From an optimization exercise on the open Yosys and OpenROAD flow, aimed at small area; shortcuts taken in it are not production practice.
Function was checked by simulation only, so behaviour that the tests miss may differ from the original.
Power is estimated from default activity; no workload was simulated.

Setup of run A:
==> flow/design.v <==
module cfs (
    input  wire        clk,
    input  wire        rst,         
    input  wire        start,
    output wire        busy,
    output wire        done,
    output wire [2:0]  status,
    output wire [2:0]  cause,
    output reg  [15:0] reading,
    output wire [2:0]  ev,
    output wire        rx_req,
    input  wire        rx_valid,
    input  wire [7:0]  rx_data,
    input  wire        rx_timeout,
    input  wire        rx_error,
    output wire        tx_valid,
    output wire [7:0]  tx_data,
    input  wire        tx_ready,
    input  wire        tx_error
);
    reg        tx;
    reg  [3:0] c;
    reg  [2:0] r;
    reg        dn;       
    reg        ckp;      
    reg  [7:0] nh, lo;   
    reg  [7:0] nacc;     
    wire rx = ~tx & c[3];
    wire dn_w;
    assign busy     = tx | c[3];
    assign tx_valid = tx;
    assign rx_req   = rx;
    assign done     = dn_w;
    wire q    = r[2] & r[1];
    wire fail = ~q & (r != 3'd0);
    wire warm = (reading == 16'd409) || (reading == 16'd499) || (reading == 16'd515);
    assign status   = {fail, q & (r[0] | warm), q & (r[0] | ~warm)};
    assign cause    = q ? 3'd0 : r;
    assign ev       = {dn_w & fail, ckp | (dn_w & q & ~r[0] & warm), dn_w & q & (r[0] | warm)};
    wire t_a = ~c[2] & ~c[1] & ~c[0];      
    wire t_b = ~c[3] & ~c[2] & ~c[0];      
    wire t_c = ~c[2] & ~c[1];              
    assign tx_data = {t_b, t_a, t_a, t_a, t_a, t_b, t_b, t_c};
    genvar i;
    wire [7:0] ng = ~(rx_data & {8{rx_valid}});
    wire [8:0] dc;
    wire [7:0] dl, dz;
    assign dc[0] = 1'b1;
    generate
        for (i = 0; i < 8; i = i + 1) begin : g_dec
            assign dl[i]   = lo[i] ^ nh[i] ^ dc[i];
            assign dc[i+1] = (lo[i] & nh[i]) | (dc[i] & (lo[i] ^ nh[i]));
            if (i == 0) begin : g_z0
                assign dz[i] = ~dc[8];
            end else begin : g_z
                assign dz[i] = dz[i-1] & nh[i-1];
            end
        end
    endgenerate
    wire [15:0] value = {nh ~^ dz, dl};
    wire [8:0] ac;
    wire [7:0] nsum;
    assign ac[0] = 1'b1;
    generate
        for (i = 0; i < 8; i = i + 1) begin : g_acc
            assign nsum[i]  = nacc[i] ^ ng[i] ^ ac[i];
            assign ac[i+1] = (nacc[i] & ng[i]) | (ac[i] & (nacc[i] ^ ng[i]));
        end
    endgenerate
    wire       good = &nsum;
    wire       byte_in = ~rx_error & rx_valid;
    always @(posedge clk) begin
        if (rx_valid && c[2:0] == 3'd2)
            nh <= ng;
        if (rx_valid && c[2:0] == 3'd3)
            lo <= rx_data;
        nacc <= (c[2:1] == 2'b00) ? 8'h7A : nsum;
        if (e_ok)
            reading <= value;
    end
    wire [2:0] sub  = c[2:0];
    wire s_send = tx;
    wire s_idle = ~tx & ~c[3];
    wire e_txe  = s_send & tx_error;
    wire e_txa  = s_send & ~tx_error & tx_ready;
    wire e_err  = rx & rx_error;
    wire e_byte = rx & ~rx_error & rx_valid;
    wire e_tmo  = rx & ~rx_error & ~rx_valid & rx_timeout;
    wire body   = sub[2] | sub[1];
    wire last   = &sub;
    wire e_ok   = e_byte & last & good;
    wire e_bad  = e_byte & last & ~good;
    wire e_end  = e_txe | e_err | e_tmo | e_ok;
    wire adv    = (sub == 3'd0) ? (rx_data == 8'hFF) :
                  (sub == 3'd1) ? (rx_data == 8'h86) :
                  last ? good : 1'b1;
    wire inc    = (e_txa & ~c[3]) | (e_byte & adv);
    wire clr    = rst | e_txe | e_err | e_tmo;
    wire rehunt = e_byte & ~adv;
    wire [2:0] rv;
    assign rv[2] = (e_err & body) | e_tmo | e_ok;
    assign rv[1] = (e_err & ~body) | (e_tmo & ~body) | e_ok;
    assign rv[0] = e_txe | (e_err & (body | sub[0])) | (e_tmo & ~body);
    always @(posedge clk) begin
        dn  <= ~rst & e_end;
        ckp <= ~rst & e_bad;
        if (rst)
            r <= 3'd0;
        else if (e_end)
            r <= rv;
        tx <= ~rst & (tx ? ~tx_error & ~(tx_ready & c[3]) : (~c[3] & start));
        if (clr)
            c <= 4'd0;
        else if (inc)
            c <= c + 4'd1;
        else if (rehunt)
            c[2:0] <= 3'd0;
    end
    assign dn_w = dn;
endmodule
Settings: LEC_CHECK=0, CAP_MARGIN=20, CORE_MARGIN=2, CORE_UTILIZATION=60, SLEW_MARGIN=20; clock period 6.0 ns.
standard.sh (not shown) runs the stock make flow with config.mk's settings and CLKGATE_MAP_FILE= SYNTH_SCRIPT=/design/flow/synth_recipe.tcl, a recipe that flattens the netlist after the stock synthesis.
==> flow/flow/run.sh <==
#!/bin/bash
set -euo pipefail
export BUFFER_PORTS_ARGS="-buffer_cell sky130_fd_sc_hd__buf_1"
export CTS_ARGS="-sink_clustering_enable -repair_clock_nets -dont_use_dummy_load"
bash standard.sh > standard_flow.log 2>&1
Edits applied to the flow inputs when going from run A to run B:
==> flow/design.v <==
module cfs (
    input  wire        clk,
    input  wire        rst,         
    input  wire        start,
    output wire        busy,
    output wire        done,
    output wire [2:0]  status,
    output wire [2:0]  cause,
    output reg  [15:0] reading,
    output wire [2:0]  ev,
    output wire        rx_req,
    input  wire        rx_valid,
    input  wire [7:0]  rx_data,
    input  wire        rx_timeout,
    input  wire        rx_error,
    output wire        tx_valid,
    output wire [7:0]  tx_data,
    input  wire        tx_ready,
    input  wire        tx_error
);
    reg        tx;
    reg  [3:0] c;
    reg  [3:0] r;
    reg        dn;       
    reg        ckp;      
    reg  [7:0] nh, lo;   
    reg  [7:0] nacc;     
    wire rx = ~tx & c[3];
    wire dn_w;
    assign busy     = tx | c[3];
    assign tx_valid = tx;
    assign rx_req   = rx;
    assign done     = dn_w;
    assign status   = {r[3], r[1] & ~r[3], r[0] & ~r[3]};
    assign cause    = r[3] ? r[2:0] : 3'd0;
    assign ev       = {dn_w & r[3], ckp | (dn_w & ~r[3] & r[1] & ~r[0]), dn_w & ~r[3] & r[1]};
    wire t_a = ~c[2] & ~c[1] & ~c[0];      
    wire t_b = ~c[3] & ~c[2] & ~c[0];      
    wire t_c = ~c[2] & ~c[1];              
    assign tx_data = {t_b, t_a, t_a, t_a, t_a, t_b, t_b, t_c};
    genvar i;
    wire [7:0] ng = ~(rx_data & {8{rx_valid}});
    wire [8:0] dc;
    wire [7:0] dl, dz;
    assign dc[0] = 1'b1;
    generate
        for (i = 0; i < 8; i = i + 1) begin : g_dec
            assign dl[i]   = lo[i] ^ nh[i] ^ dc[i];
            assign dc[i+1] = (lo[i] & nh[i]) | (dc[i] & (lo[i] ^ nh[i]));
            if (i == 0) begin : g_z0
                assign dz[i] = ~dc[8];
            end else begin : g_z
                assign dz[i] = dz[i-1] & nh[i-1];
            end
        end
    endgenerate
    wire [15:0] value = {nh ~^ dz, dl};
    wire [8:0] ac;
    wire [7:0] nsum;
    assign ac[0] = 1'b1;
    generate
        for (i = 0; i < 8; i = i + 1) begin : g_acc
            assign nsum[i]  = nacc[i] ^ ng[i] ^ ac[i];
            assign ac[i+1] = (nacc[i] & ng[i]) | (ac[i] & (nacc[i] ^ ng[i]));
        end
    endgenerate
    wire       good = &nsum;
    wire sentinel = (nh == 8'hFE && (lo == 8'h9A || lo == 8'hF4)) ||
                          (nh == 8'hFD && lo == 8'h05);
    wire       byte_in = ~rx_error & rx_valid;
    always @(posedge clk) begin
        if (rx_valid && c[2:0] == 3'd2)
            nh <= ng;
        if (rx_valid && c[2:0] == 3'd3)
            lo <= rx_data;
        nacc <= (c[2:1] == 2'b00) ? 8'h7A : nsum;
        if (rx && !rx_error && rx_valid && c[2:0] == 3'd7 && good)
            reading <= value;
    end
    wire [2:0] sub  = c[2:0];
    wire s_send = tx;
    wire s_idle = ~tx & ~c[3];
    wire e_txe  = s_send & tx_error;
    wire e_txa  = s_send & ~tx_error & tx_ready;
    wire e_err  = rx & rx_error;
    wire e_byte = rx & ~rx_error & rx_valid;
    wire e_tmo  = rx & ~rx_error & ~rx_valid & rx_timeout;
    wire body   = sub[2] | sub[1];
    wire last   = &sub;
    wire e_ok   = e_byte & last & good;
    wire e_bad  = e_byte & last & ~good;
    wire e_end  = e_txe | e_err | e_tmo | e_ok;
    wire adv    = (sub == 3'd0) ? (rx_data == 8'hFF) :
                  (sub == 3'd1) ? (rx_data == 8'h86) :
                  last ? good : 1'b1;
    wire inc    = (e_txa & ~c[3]) | (e_byte & adv);
    wire clr    = rst | e_txe | e_err | e_tmo;
    wire rehunt = e_byte & ~adv;
    wire [3:0] rv;
    assign rv[3] = e_txe | e_err | (e_tmo & body);
    assign rv[2] = (e_err | e_tmo) & body;
    assign rv[1] = ((e_err | e_tmo) & ~body) | (e_ok & sentinel);
    assign rv[0] = e_txe | (e_err & (body | sub[0])) | (e_tmo & ~body) | (e_ok & ~sentinel);
    always @(posedge clk) begin
        dn  <= ~rst & e_end;
        ckp <= ~rst & e_bad;
        if (rst)
            r <= 4'd0;
        else if (e_end)
            r <= rv;
        tx <= ~rst & (tx ? ~tx_error & ~(tx_ready & c[3]) : (~c[3] & start));
        if (clr)
            c <= 4'd0;
        else if (inc)
            c <= c + 4'd1;
        else if (rehunt)
            c[2:0] <= 3'd0;
    end
    assign dn_w = dn;
endmodule
## What came out
- Run B: PASS, flow complete, no timing, DRC or antenna violations
- Compared with run A, number of tap cells inserted in run B increased by a few percent.
- Number of cell rows grows by a few percent when moving from run A to run B.
- Diff run A -> run B | total cell area at the placement stage | increase of 55 um2
- Run B: met2 layer wire length in the routed design 16% above run A
- Of run A and run B, the run reporting the higher via density per instance was run B.
- Comparing run A and run B, final standard cell area without fillers is higher on run B.
- Switching power as a share of total power sits higher in run B than in run A.

-- afterwards: timing with drivers on the ports --
How much do the figures lean on ideal ports? The routed layouts below were timed once more, with nothing changed but the port constraints. Step 1 (the two cells are an assumption about what drives the block):
set clk [get_ports {clk}]
set_driving_cell -lib_cell sky130_fd_sc_hd__clkbuf_16 $clk
set_driving_cell -lib_cell sky130_fd_sc_hd__buf_2 [delete_from_list [all_inputs] $clk]
Step 2, shift: input delay + t, output delay - t, t = (earliest + latest rising clock arrival at the registers) / 2. This alone moves slack from input paths to output paths. Slacks: ideal ports / drivers / drivers and shift; pairs: ideal ports / drivers.
run | t (ns) | setup slack, ns | worst register clock-pin slew, ns | worst slew at a driven data input, ns
run A | 0.317 | 0.878 / 0.883 / 0.566 | 0.09 / 0.09 | 0.03
run B | 0.314 | 0.875 / 0.873 / 0.559 | 0.09 / 0.09 | 0.04
After both steps every run listed still meets setup and hold. The setup slack of run B, which loses most, moves by -0.002 ns with the drivers and by -0.316 ns with both steps.
